Context: an optimization exercise on an open-source flow, tuned for small area, a short achievable clock period and few clock cycles. The choices shown serve that exercise and are no tape-out recipe.
Function not checked in this run: the RTL went through the layout flow alone.
Power is estimated from default activity; no workload was simulated.

[flow/config.mk]
export PLATFORM = sky130hd
export DESIGN_NAME = tpb_codec
export DESIGN_NICKNAME = tpb_codec
export VERILOG_FILES = /design/flow/design.v
export SDC_FILE = /design/flow/constraint.sdc
export NUM_CORES = 8
export LEC_CHECK = 0
export ABC_AREA = 1
export CAP_MARGIN = 20
export CORE_MARGIN = 2
export CORE_UTILIZATION = 40
export SLEW_MARGIN = 20
[flow/constraint.sdc]
create_clock -name core_clock -period 70.0 [get_ports {clk}]
set_input_delay 14.0000 -clock core_clock [delete_from_list [all_inputs] [get_ports {clk}]]
set_output_delay 14.0000 -clock core_clock [all_outputs]
set_load 0.01 [all_outputs]
[flow/design.v]
module tpb_codec (
    input  wire        clk,
    input  wire        rst,         
    input  wire        cmd_valid,
    output wire        cmd_ready,
    input  wire [31:0] cmd_word,
    input  wire [63:0] cmd_opd,
    input  wire [15:0] cmd_flen,
    input  wire        frm_valid,
    output wire        frm_ready,
    input  wire [7:0]  frm_data,
    output wire        rsp_valid,
    output wire [7:0]  rsp_status,
    output wire [63:0] rsp_res
);
    localparam [3:0] ST_OK          = 4'h0;
    localparam [3:0] ST_BAD_SYNC    = 4'h1;
    localparam [3:0] ST_BAD_SIZE    = 4'h2;
    localparam [3:0] ST_BAD_PID     = 4'h3;
    localparam [3:0] ST_BAD_ADAPT   = 4'h4;
    localparam [3:0] ST_UNKNOWN_PKT = 4'h5;
    localparam [3:0] ST_BAD_OFFSET  = 4'h6;
    localparam [3:0] ST_ILLEGAL     = 4'hD;
    localparam NR = 22;             
    localparam RL = 8;              
    localparam DIV_K   = 16;
    localparam DIV_PAD = 2;
    localparam DIV_CYC = 4;
    localparam XW      = DIV_PAD + 64;
    reg [7:0]  p [0:11];            
    reg [7:0]  ring [0:NR-1][0:RL-1];
    reg [2:0]  ph;                  
    reg [2:0]  dofs;                
    reg [6:0]  err;                 
    reg        rv_q;
    reg [3:0]  rs_q;
    reg [41:0] rr_q;
    reg        crdy_q;
    reg        frdy_q;
    reg        clr_q;
    reg [2:0]  ccnt;
    reg        in_load;
    reg [7:0]  tk;                  
    reg        fb_v;
    reg [7:0]  fb_d;
    reg        load_ok;
    reg        sp_pend;
    reg        sp_wr;
    reg [7:0]  a_idx;
    reg [7:0]  a_dat;
    reg           busy;
    reg [1:0]     ecnt;
    reg [XW-1:0]  xq;
    reg [6:0]     rem;
    assign cmd_ready  = crdy_q;
    assign frm_ready  = frdy_q;
    assign rsp_valid  = rv_q;
    assign rsp_status = {4'd0, rs_q};
    assign rsp_res    = {22'd0, rr_q};
    wire fire = cmd_valid & crdy_q;
    wire take = frm_valid & frdy_q;
    wire [1:0]  afc     = p[3][5:4];
    wire        has_af  = afc[1];
    wire        has_pl  = afc[0];
    wire [7:0]  af_len  = p[4];
    wire [12:0] pid     = {p[1][4:0], p[2]};
    wire        has_pcr = has_af & p[5][4];
    wire [32:0] pcr_base_rd = {p[6], p[7], p[8], p[9], p[10][7]};
    wire [8:0]  pcr_ext_rd  = {p[10][0], p[11]};
    wire [35:0] mt;
    wire [36:0] mt_c;
    assign mt[1:0] = pcr_base_rd[1:0];
    assign mt_c[2] = 1'b0;
    genvar gm;
    generate
        for (gm = 2; gm < 36; gm = gm + 1) begin : g_mt
            wire a, b;
            if (gm < 33) begin : in_a
                assign a = pcr_base_rd[gm];
            end else begin : no_a
                assign a = 1'b0;
            end
            if (gm < 35) begin : in_b
                assign b = pcr_base_rd[gm-2];
            end else begin : no_b
                assign b = 1'b0;
            end
            assign mt[gm]     = a ^ b ^ mt_c[gm];
            assign mt_c[gm+1] = (a & b) | (mt_c[gm] & (a ^ b));
        end
    endgenerate
    wire [6:0]  me = pcr_ext_rd[8:2];
    wire [39:0] mq;
    wire [40:0] mq_c;
    assign mq[3:0] = me[3:0];
    assign mq_c[4] = 1'b0;
    generate
        for (gm = 4; gm < 40; gm = gm + 1) begin : g_mq
            wire a, b;
            assign a = mt[gm-4];
            if (gm < 7) begin : in_b
                assign b = me[gm];
            end else begin : no_b
                assign b = 1'b0;
            end
            assign mq[gm]     = a ^ b ^ mq_c[gm];
            assign mq_c[gm+1] = (a & b) | (mq_c[gm] & (a ^ b));
        end
    endgenerate
    wire [39:0] mw;
    wire [40:0] mw_c;
    assign mw_c[0] = 1'b1;
    generate
        for (gm = 0; gm < 40; gm = gm + 1) begin : g_mw
            wire a, b;
            assign a = mq[gm];
            if (gm < 36) begin : in_b
                assign b = ~mt[gm];
            end else begin : no_b
                assign b = 1'b1;
            end
            assign mw[gm]     = a ^ b ^ mw_c[gm];
            assign mw_c[gm+1] = (a & b) | (mw_c[gm] & (a ^ b));
        end
    endgenerate
    wire [41:0] pcr_rd = {mw, pcr_ext_rd[1:0]};
    wire [7:0] af_win_len = (af_len > 8'd183) ? 8'd183 : af_len;
    wire [8:0] pl_start   = has_af ? (9'd5 + {1'b0, af_len}) : 9'd4;
    wire [8:0] pl_off     = (pl_start > 9'd188) ? 9'd188 : pl_start;
    wire [8:0] pl_len     = 9'd188 - pl_off;
    wire [3:0] st_validate = (p[0] != 8'h47) ? ST_BAD_SYNC :
                             (has_af && af_len > 8'd183) ? ST_BAD_ADAPT : ST_OK;
    wire [6:0] err_new;
    assign err_new[0] = rv_q && rs_q == ST_BAD_SYNC;
    assign err_new[1] = rv_q && rs_q == ST_BAD_SIZE;
    assign err_new[2] = rv_q && rs_q == ST_BAD_PID;
    assign err_new[3] = rv_q && rs_q == ST_BAD_ADAPT;
    assign err_new[4] = rv_q && rs_q == ST_UNKNOWN_PKT;
    assign err_new[5] = rv_q && rs_q == ST_BAD_OFFSET;
    assign err_new[6] = rv_q && rs_q == ST_ILLEGAL;
    wire [6:0]  err_eff  = err | err_new;
    wire [13:0] err_full = {err_eff[6], 6'd0, err_eff[5:0], 1'b0};
    wire [7:0]  op  = cmd_word[7:0];
    wire [7:0]  idx = cmd_word[15:8];
    wire [15:0] imm = cmd_word[31:16];
    wire idx_z  = (idx == 8'd0);
    wire imm_z  = (imm == 16'd0);
    wire f0_ok  = idx_z & imm_z;
    wire fx_ok  = imm_z;
    wire fx8_ok = (imm[15:8] == 8'd0);
    wire fm4_ok = idx_z & (imm[15:4] == 12'd0);
    wire fm2_ok = idx_z & (imm[15:2] == 14'd0);
    wire idx_ok = (idx < 8'd188);
    wire o00 = (op == 8'h00), o01 = (op == 8'h01), o02 = (op == 8'h02), o03 = (op == 8'h03);
    wire o04 = (op == 8'h04), o05 = (op == 8'h05);
    wire o10 = (op == 8'h10), o11 = (op == 8'h11), o12 = (op == 8'h12), o13 = (op == 8'h13);
    wire o14 = (op == 8'h14), o15 = (op == 8'h15), o16 = (op == 8'h16), o17 = (op == 8'h17);
    wire o18 = (op == 8'h18);
    wire o20 = (op == 8'h20), o21 = (op == 8'h21), o22 = (op == 8'h22), o23 = (op == 8'h23);
    wire o24 = (op == 8'h24), o25 = (op == 8'h25), o26 = (op == 8'h26), o27 = (op == 8'h27);
    wire o28 = (op == 8'h28);
    wire o30 = (op == 8'h30), o31 = (op == 8'h31), o32 = (op == 8'h32), o33 = (op == 8'h33);
    wire o34 = (op == 8'h34), o35 = (op == 8'h35), o36 = (op == 8'h36), o37 = (op == 8'h37);
    wire oF0 = (op == 8'hF0), oF1 = (op == 8'hF1), oF2 = (op == 8'hF2);
    wire of0 = o00 | o01 | o02 | o05 | o10 | o11 | o12 | o13 | o14 | o15 | o16 | o17 | o18 |
               o20 | o22 | o24 | o26 | o28 | o30 | o31 | o32 | o33 | o34 | o35 | o36 | o37 |
               oF0 | oF1 | oF2;
    wire legal = (of0 & f0_ok) | (o03 & fx_ok) | (o04 & fx8_ok) | (o21 & idx_z) |
                 (o27 & fm4_ok) | ((o23 | o25) & fm2_ok);
    wire ill = ~legal;
    wire flen_ok = (cmd_flen == 16'd188);
    wire L_load    = o01 & f0_ok & flen_ok;
    wire L_loadbad = o01 & f0_ok & ~flen_ok;
    wire L_val     = o02 & f0_ok;
    wire L_rdb     = o03 & fx_ok & idx_ok;
    wire L_wrb     = o04 & fx8_ok & idx_ok;
    wire L_offbad  = ((o03 & fx_ok) | (o04 & fx8_ok)) & ~idx_ok;
    wire L_cls     = o05 & f0_ok;
    wire L_pid     = o21 & idx_z & (imm[15:13] == 3'd0);
    wire L_pidbad  = o21 & idx_z & (imm[15:13] != 3'd0);
    wire L_tsc     = o23 & fm2_ok;
    wire L_afc     = o25 & fm2_ok;
    wire L_cc      = o27 & fm4_ok;
    wire L_pcr     = o36 & f0_ok;
    wire L_clrpcr  = o37 & f0_ok;
    wire L_clrerr  = oF1 & f0_ok;
    wire L_sysrst  = oF2 & f0_ok;
    wire L_tei_s = o11 & f0_ok, L_tei_c = o12 & f0_ok;
    wire L_pus_s = o14 & f0_ok, L_pus_c = o15 & f0_ok;
    wire L_tp_s  = o17 & f0_ok, L_tp_c  = o18 & f0_ok;
    wire cls_unk = (p[0] != 8'h47) & (p[0] != 8'h80);
    wire [3:0] f_st;
    assign f_st[0] = (L_val & st_validate[0]) | (L_cls & cls_unk) | L_pidbad | ill;
    assign f_st[1] = L_loadbad | L_offbad | L_pidbad;
    assign f_st[2] = (L_val & st_validate[2]) | (L_cls & cls_unk) | L_offbad | ill;
    assign f_st[3] = ill;
    wire [41:0] f_res =
        ({42{o05 & f0_ok & (p[0] == 8'h80)}}  & 42'd1) |
        ({42{o10 & f0_ok}} & {41'd0, p[1][7]}) |
        ({42{o13 & f0_ok}} & {41'd0, p[1][6]}) |
        ({42{o16 & f0_ok}} & {41'd0, p[1][5]}) |
        ({42{o20 & f0_ok}} & {29'd0, pid}) |
        ({42{o22 & f0_ok}} & {40'd0, p[3][7:6]}) |
        ({42{o24 & f0_ok}} & {40'd0, afc}) |
        ({42{o26 & f0_ok}} & {38'd0, p[3][3:0]}) |
        ({42{o28 & f0_ok}} & {41'd0, (pid == 13'h1FFF)}) |
        ({42{o30 & f0_ok}} & {41'd0, has_af}) |
        ({42{o31 & f0_ok}} & {41'd0, has_pl}) |
        ({42{o32 & f0_ok & has_af}} & {26'd0, af_win_len, 8'd5}) |
        ({42{o33 & f0_ok & has_pl}} & {26'd0, pl_len[7:0], pl_off[7:0]}) |
        ({42{o34 & f0_ok}} & {41'd0, has_pcr}) |
        ({42{o35 & f0_ok & has_pcr}} & pcr_rd) |
        ({42{(oF0 | oF1) & f0_ok}} & {28'd0, err_full});
    wire f_load = L_load;
    wire f_slow = L_rdb | L_wrb;
    wire [7:0] fidx  = tk - 8'd1;                   
    wire [7:0] waddr = fb_v ? fidx : a_idx;
    wire [7:0] wj    = waddr - 8'd12;
    wire [4:0] wring = wj[7:3];
    wire       w_static = (waddr < 8'd12);
    wire [2:0] need_ph = waddr[2:0] + dofs;
    wire       at_slot = (ph == need_ph);
    wire ld_w      = fb_v & ((fidx == 8'd0) ? (fb_d == 8'h47) : load_ok);
    wire sp_go     = sp_pend & (w_static | (at_slot & ~clr_q));
    wire bus_we    = ld_w | (sp_go & sp_wr);
    wire [7:0] wbus = fb_v ? fb_d : a_dat;
    wire [7:0] tap [0:NR-1];
    genvar gr;
    generate
        for (gr = 0; gr < NR; gr = gr + 1) begin : g_tap
            assign tap[gr] = ring[gr][0];
        end
    endgenerate
    reg [7:0] ring_rd;
    integer ri;
    always @* begin
        ring_rd = 8'd0;
        for (ri = 0; ri < NR; ri = ri + 1)
            if (wring == ri) ring_rd = ring_rd | tap[ri];
    end
    wire [7:0] static_rd = p[waddr[3:0]];
    wire [7:0] rd_byte   = w_static ? static_rd : ring_rd;
    reg [6:0]       st_r;
    reg [DIV_K-1:0] st_q;
    reg [7:0]       st_t;
    integer si;
    always @* begin
        st_r = rem;
        for (si = 0; si < DIV_K; si = si + 1) begin
            st_t = {st_r, xq[XW-1-si]};
            if (st_t >= 8'd75) begin
                st_r = st_t - 8'd75;
                st_q[DIV_K-1-si] = 1'b1;
            end else begin
                st_r = st_t[6:0];
                st_q[DIV_K-1-si] = 1'b0;
            end
        end
    end
    wire [XW-1:0] xq_next  = {xq[XW-DIV_K-1:0], st_q};
    wire          div_last = busy & (ecnt == DIV_CYC - 1);
    wire [32:0]   base_wr  = xq_next[32:0];
    wire [8:0]    ext_wr   = {st_r, xq_next[XW-1:XW-2]};
    wire f_fire    = fire;
    wire clr_first = clr_q & (ccnt == 3'd0);
    wire rsp_fast  = f_fire & ~f_load & ~f_slow;
    integer bi, rr, pp;
    always @(posedge clk) begin
        for (rr = 0; rr < NR; rr = rr + 1) begin
            for (pp = 0; pp < RL - 1; pp = pp + 1)
                ring[rr][pp] <= ring[rr][pp + 1];
            if (clr_q)
                ring[rr][RL-1] <= 8'd0;
            else if (bus_we && !w_static && wring == rr)
                ring[rr][RL-1] <= wbus;
            else
                ring[rr][RL-1] <= ring[rr][0];
        end
        for (bi = 0; bi < 12; bi = bi + 1)
            if (bus_we && w_static && waddr[3:0] == bi) p[bi] <= wbus;
        if (div_last) begin
            p[6]  <= base_wr[32:25];
            p[7]  <= base_wr[24:17];
            p[8]  <= base_wr[16:9];
            p[9]  <= base_wr[8:1];
            p[10] <= {base_wr[0], 6'b111111, ext_wr[8]};
            p[11] <= ext_wr[7:0];
        end
        if (clr_first)
            for (bi = 0; bi < 12; bi = bi + 1) p[bi] <= 8'd0;
        if (fire) begin
            if (L_tei_s) p[1][7] <= 1'b1;
            if (L_tei_c) p[1][7] <= 1'b0;
            if (L_pus_s) p[1][6] <= 1'b1;
            if (L_pus_c) p[1][6] <= 1'b0;
            if (L_tp_s)  p[1][5] <= 1'b1;
            if (L_tp_c)  p[1][5] <= 1'b0;
            if (L_pid) begin
                p[1][4:0] <= imm[12:8];
                p[2]      <= imm[7:0];
            end
            if (L_tsc) p[3][7:6] <= imm[1:0];
            if (L_afc) p[3][5:4] <= imm[1:0];
            if (L_cc)  p[3][3:0] <= imm[3:0];
            if (L_pcr) begin
                if (!has_af) p[3][5:4] <= 2'b11;
                if (p[4] < 8'd7) p[4] <= 8'd7;
                p[5][4] <= 1'b1;
            end
            if (L_clrpcr && has_af) begin
                p[5][4] <= 1'b0;
                p[6] <= 8'd0; p[7] <= 8'd0; p[8] <= 8'd0;
                p[9] <= 8'd0; p[10] <= 8'd0; p[11] <= 8'd0;
            end
        end
        ph <= ph + 3'd1;
        if (busy) begin
            xq  <= xq_next;
            rem <= st_r;
            ecnt <= ecnt + 2'd1;
            if (div_last) busy <= 1'b0;
        end else begin
            xq  <= {{DIV_PAD{1'b0}}, cmd_opd};
            rem <= 7'd0;
            ecnt <= 2'd0;
            if (fire && L_pcr) busy <= 1'b1;
        end
        if (!sp_pend) begin
            a_idx <= idx;
            a_dat <= imm[7:0];
            sp_wr <= op[2];
            if (f_fire && f_slow) sp_pend <= 1'b1;
        end else if (sp_go) begin
            sp_pend <= 1'b0;
        end
        fb_d <= frm_data;
        fb_v <= take & in_load;
        if (take & in_load) tk <= tk + 8'd1;
        if (f_fire && f_load) in_load <= 1'b1;
        if (fb_v && fidx == 8'd0) load_ok <= (fb_d == 8'h47);
        if (in_load && take && tk == 8'd187) begin
            in_load <= 1'b0;
        end
        if (!in_load) tk <= 8'd0;
        if (ld_w && fidx == 8'd12) dofs <= ph - 3'd4;    
        if (clr_q) begin
            ccnt <= ccnt + 3'd1;
            if (ccnt == 3'd7) clr_q <= 1'b0;
        end
        if (fire && L_sysrst) begin
            clr_q <= 1'b1;
            ccnt  <= 3'd0;
        end
        if (fire && (L_clrerr || L_sysrst))
            err <= 7'd0;
        else
            err <= err_eff;
        rv_q <= 1'b0;
        if (in_load) begin
            rs_q <= load_ok ? ST_OK : ST_BAD_SYNC;
            rr_q <= 42'd0;
            if (take && tk == 8'd187) rv_q <= 1'b1;
        end else if (sp_pend) begin
            rs_q <= ST_OK;
            rr_q <= sp_wr ? 42'd0 : {34'd0, rd_byte};
            if (sp_go) rv_q <= 1'b1;
        end else begin
            rs_q <= f_st;
            rr_q <= f_res;
            if (rsp_fast) rv_q <= 1'b1;
        end
        crdy_q <= ~((fire & (L_pcr | L_sysrst)) | (busy & ~div_last));
        frdy_q <= frdy_next;
        if (rst) begin
            ph      <= 3'd0;
            dofs    <= 3'd0;
            err     <= 7'd0;
            rv_q    <= 1'b0;
            crdy_q  <= 1'b0;
            frdy_q  <= 1'b0;
            clr_q   <= 1'b1;
            ccnt    <= 3'd0;
            in_load <= 1'b0;
            tk      <= 8'd0;
            fb_v    <= 1'b0;
            load_ok <= 1'b0;
            sp_pend <= 1'b0;
            busy    <= 1'b0;
        end
    end
    reg frdy_next;
    reg [7:0] tk_n;
    reg [2:0] dofs_n;
    reg       ok_n;
    always @* begin
        tk_n   = (take & in_load) ? tk + 8'd1 : tk;
        ok_n   = (fb_v && fidx == 8'd0) ? (fb_d == 8'h47) : load_ok;
        dofs_n = (ld_w && fidx == 8'd12) ? ph - 3'd4 : dofs;
        frdy_next = 1'b0;
        if (in_load | (f_fire & f_load)) begin
            if (tk_n >= 8'd188 || (take && tk == 8'd187))
                frdy_next = 1'b0;
            else if (tk_n <= 8'd12 || !ok_n || (take && tk == 8'd12))
                frdy_next = 1'b1;
            else
                frdy_next = ~clr_q & (ph + 3'd2 == tk_n[2:0] + dofs_n);
        end
    end
endmodule
[flow/run.sh]
#!/bin/bash
# synth_recipe.tcl (not shown) runs the flow's synth.tcl, then flattens the netlist and writes it again
# the make line also repeats each setting of config.mk as NAME=value (left out here)
make -C /OpenROAD-flow-scripts/flow DESIGN_CONFIG=/design/flow/config.mk WORK_HOME=/design/flow/orfs CLKGATE_MAP_FILE= SYNTH_SCRIPT=/design/flow/synth_recipe.tcl finish
==> impl_metrics.ini <==
[synth]
synth-edff-count = 17
synth_top_cell_by_area = dfxtp_1
syn_area_um2 = 51100
synth_cell_type_count = 67
synth_top_area_share_pct = 65.3
synth-seq-cells = 1683
async_flop_share_pct = 0
syn_area_per_cell_um2 = 10.7
seq_area_frac_synth_pct = 66.3
ys_warn_count = 3
synthTopCellsByArea = dfxtp_1, nand2_1, inv_1, a21oi_1, fa_1
netlist_instances = 4793
synth_ff_type = dfxtp_1

[outcome]
status = complete, no violations

[sta]
grt_setup_unrepaired = false
whs_ns = 0.298
slew_viol_final = 0
fin_crit_sh_pct = 24.9
skew_ns = 0.0501
fin_setup_tns_ns = 0
max_slew_margin_pct = 25.8
clock.fmax_mhz = 57.5
setup_viol = 0
worst_pin_slew_ns = 1.11
fin_crit_ns = 17.40
layout_setup_ws_ns = 52.60
hold_violations = 0

[placement]
dp_hpwl_um = 86700
globalplace.congestion = 0.941
io_buffers = 172
dp_cells = 6522
dpl_cell_area_um2 = 54500
place_ws_ns = 51.89

[grt]
track_usage_pct = 19.1
grt_start_max_net_pins = 101
grt_overflow = 0
grt_pass1_vias = 31400
antenna_found_initial = 3
grt_pass1_wl_um = 191000

[clock_tree]
cts_buffers = 157
cts_resized = 0
cts_tree = done
clock-sinks = 1683
ctsHoldBuffers = 0
htreeDepth = 4
clk_path_buf_depth = 3
root_buffer = clkbuf_16
post_cts_buffers = 0
clkLatencyLatePin_ns = 0.79
clk_pin_slew_ns = 0.06

[critical_path]
critical_path.slowest_cell = nor2_1
required_ns = 70.65
worst-setup-path-type = in -> reg
arrival_ns = 18.04
critPathCaptureType = flip-flop
crit_top_cell = inv_1
crit_path_max_fanout = 28
critPathMaxStageDelay_ns = 0.59
critPathLaunchType = input pin
crit_chain = clkdlybuf4s50_1, nor2_1, inv_1, nor2_1, inv_1, nor4_1, inv_1, nor3_1, inv_1, nor2_1, inv_1, nor2_1, inv_1, nor2_1, inv_1, nor2_1, a31oi_2, buf_4, inv_1, a21oi_1, o21ai_0, inv_1

[finish]
finish.instance_area_um2 = 60000
post-route-util_pct = 47.2
register_area_um2 = 33900
nFillCells = 11700
final_cells = 6807
syn2layout_area_growth_pct = 17.5
multi_input_area_um2 = 14600
drive_gt1_share_pct = 10.4
finalNetCount = 5285

[floorplan]
row_count = 131
dieWidth_um = 361
io_pins = 199
initial_core_util_pct = 40.2
die_h_um = 361
coreArea_um2 = 127000
die-area_um2 = 131000

[power_and_ir_drop]
ir_drop_mv = 0.0856
power_density_nw_per_um2 = 39.5
pwr-share-seq_pct = 40.6
combPwrFrac_pct = 22.3
internal_power_mw = 1.64
switching_power_uw = 728
p_sw_share_pct = 30.7
power_mw = 2.37
clockPowerShare_pct = 37.1
p_leak_nw = 23.7

[job]
maxCapViolations = 0

[drt]
top_layer = met4
dr.pass1.iters = 7
route.met2.wl_um = 56100
num_vias = 32600
drc = 0
drtIter0Drc = 2491
vias_per_cell = 4.78
wl_met1_um = 59200
drt_wl_total_um = 126000
drtAntennaViolNets = 0
dr_wl_met3_um = 7210
wire_per_inst_um = 18.5

[worst_hold_path]
hp-class = reg -> reg
-- power by group through the flow --
| stage | combinational, mW | sequential [mW] | clock, mW |
|---|---|---|---|
| 2_1_floorplan | 0.431 | 0.985 | 0 |
| 3_3_place_gp | 0.530 | 0.985 | 0 |
| 3_5_place_dp | 0.531 | 0.986 | 0 |
| 4_1_cts | 0.533 | 0.964 | 0.895 |
| 5_1_grt | 0.594 | 0.964 | 0.935 |
| 6_report | 0.529 | 0.964 | 0.879 |
-- layer usage --
layer	GRT usage, %	up-vias
met3	3.27	208
met5	0	-
met1	26.7	15600
met2	30.1	867
met4	6.10	0
li1	-	15900
-- Yosys cell counts, types with 6 or more instances --
library cell / instances
dfxtp_1: 1666
nand2_1: 578
inv_1: 506
a21oi_1: 332
nor2_1: 269
o21ai_0: 264
nand3_1: 244
clkbuf_1: 129
nand2_2: 92
ha_1: 72
fa_1: 70
a221oi_1: 49
o22ai_1: 49
xor2_1: 47
o211ai_1: 36
nand2_4: 31
buf_4: 27
nand4_1: 27
nor4_1: 24
nor3_1: 23
inv_2: 19
edfxtp_1: 17
xor2_2: 16
xnor2_1: 15
a211oi_1: 14
o21ai_2: 14
a31oi_1: 12
nand2_8: 10
nor2_4: 10
o2111ai_1: 10
o21ai_4: 10
o41ai_1: 9
and2_1: 8
and2_2: 8
clkinv_1: 8
or2_2: 8
o21ai_1: 7
o221ai_1: 6
-- area by class of cell --
class | instances | share of cell area (%)
repair buffers | 207 | 3.33
clock buffers | 227 | 7.66
inverters | 534 | 3.34
multi-input cells | 2436 | 24.3
diodes | 1 | 0.00417
clock inverters | 57 | 1.46
flip-flops and latches | 1683 | 56.4
well taps | 1662 | 3.47
-- worst max-delay path, delay by kind of cell --
family | cells | cell delay [ns]
and+or+nand+nor | 8 | 1.58
buffers and inverters | 11 | 2.08
AOI/OAI and AO/OA | 3 | 0.32
-- logic make-up after synthesis --
group | count (synthesis) | share of synthesized area (%)
AO/OA/AOI/OAI | 844 | 9.75
AND/OR/NAND/NOR | 1344 | 12.4
flip-flops | 1683 | 66.3
buffers and inverters | 699 | 5.40
XOR/XNOR | 80 | 1.66
other | 1 | 0.00734
adder cells (fa/ha/maj) | 142 | 4.51
-- registers in the layout (all words and copies together) (netlist names), 2 cells and up --
signal and count:
a_dat 8, a_idx 8, ccnt 3, dofs 3, ecnt 2, err 7
fb_d 8, p 96, ph 3, rem 7, ring 1408, rr_q 42
rs_q 4, tk 8, xq 66
-- cells in the final DEF, fill, tap and decap left out, drive strengths merged, types with 10 or more instances in the layout --
cell type	n
dfxtp	1666
nand2	711
inv	536
a21oi	333
o21ai	295
nor2	283
nand3	248
clkbuf	227
clkdlybuf4s50	172
ha	72
fa	70
xor2	63
o22ai	49
a221oi	49
clkinv	37
o211ai	36
buf	35
nand4	27
conb	26
nor4	24
nor3	23
edfxtp	17
xnor2	17
and2	17
a211oi	14
bufinv	14
a31oi	12
o2111ai	10
-- path summary, 6_finish.rpt --
check,endpoint,slack (ns),cells after the start,from
worst max-delay path,p[6][7],52.60,22,cmd_word[30]
worst min-delay path,ring[97][6],0.30,0,ring[98][6]
worst max register to register,p[11][6],53.04,139,xq[65]
worst min register to register,ring[97][6],0.30,0,ring[98][6]

-- separate check: timing with driven ports --
Ports are ideal in the flow. The routed layout listed here was re-timed in OpenROAD.
Step 1 sets driving cells, clkbuf_16 on the clock port and buf_2 on the other inputs (assumed; they add their load-dependent delay and slew).
Step 2, shift: input delay + t, output delay - t, t = (earliest + latest rising clock arrival at the registers) / 2. This alone moves slack from input paths to output paths.
a / b / c = ideal ports / drivers / drivers and shift; a / b = the first two.
t, ns: 0.829
slack for setup (ns): 52.603 / 52.652 / 51.823
cell pins on the clock port's net: 1
After both steps setup and hold are still met in this run. The setup slack of this run moves by +0.049 ns with the drivers and by -0.780 ns with both steps.
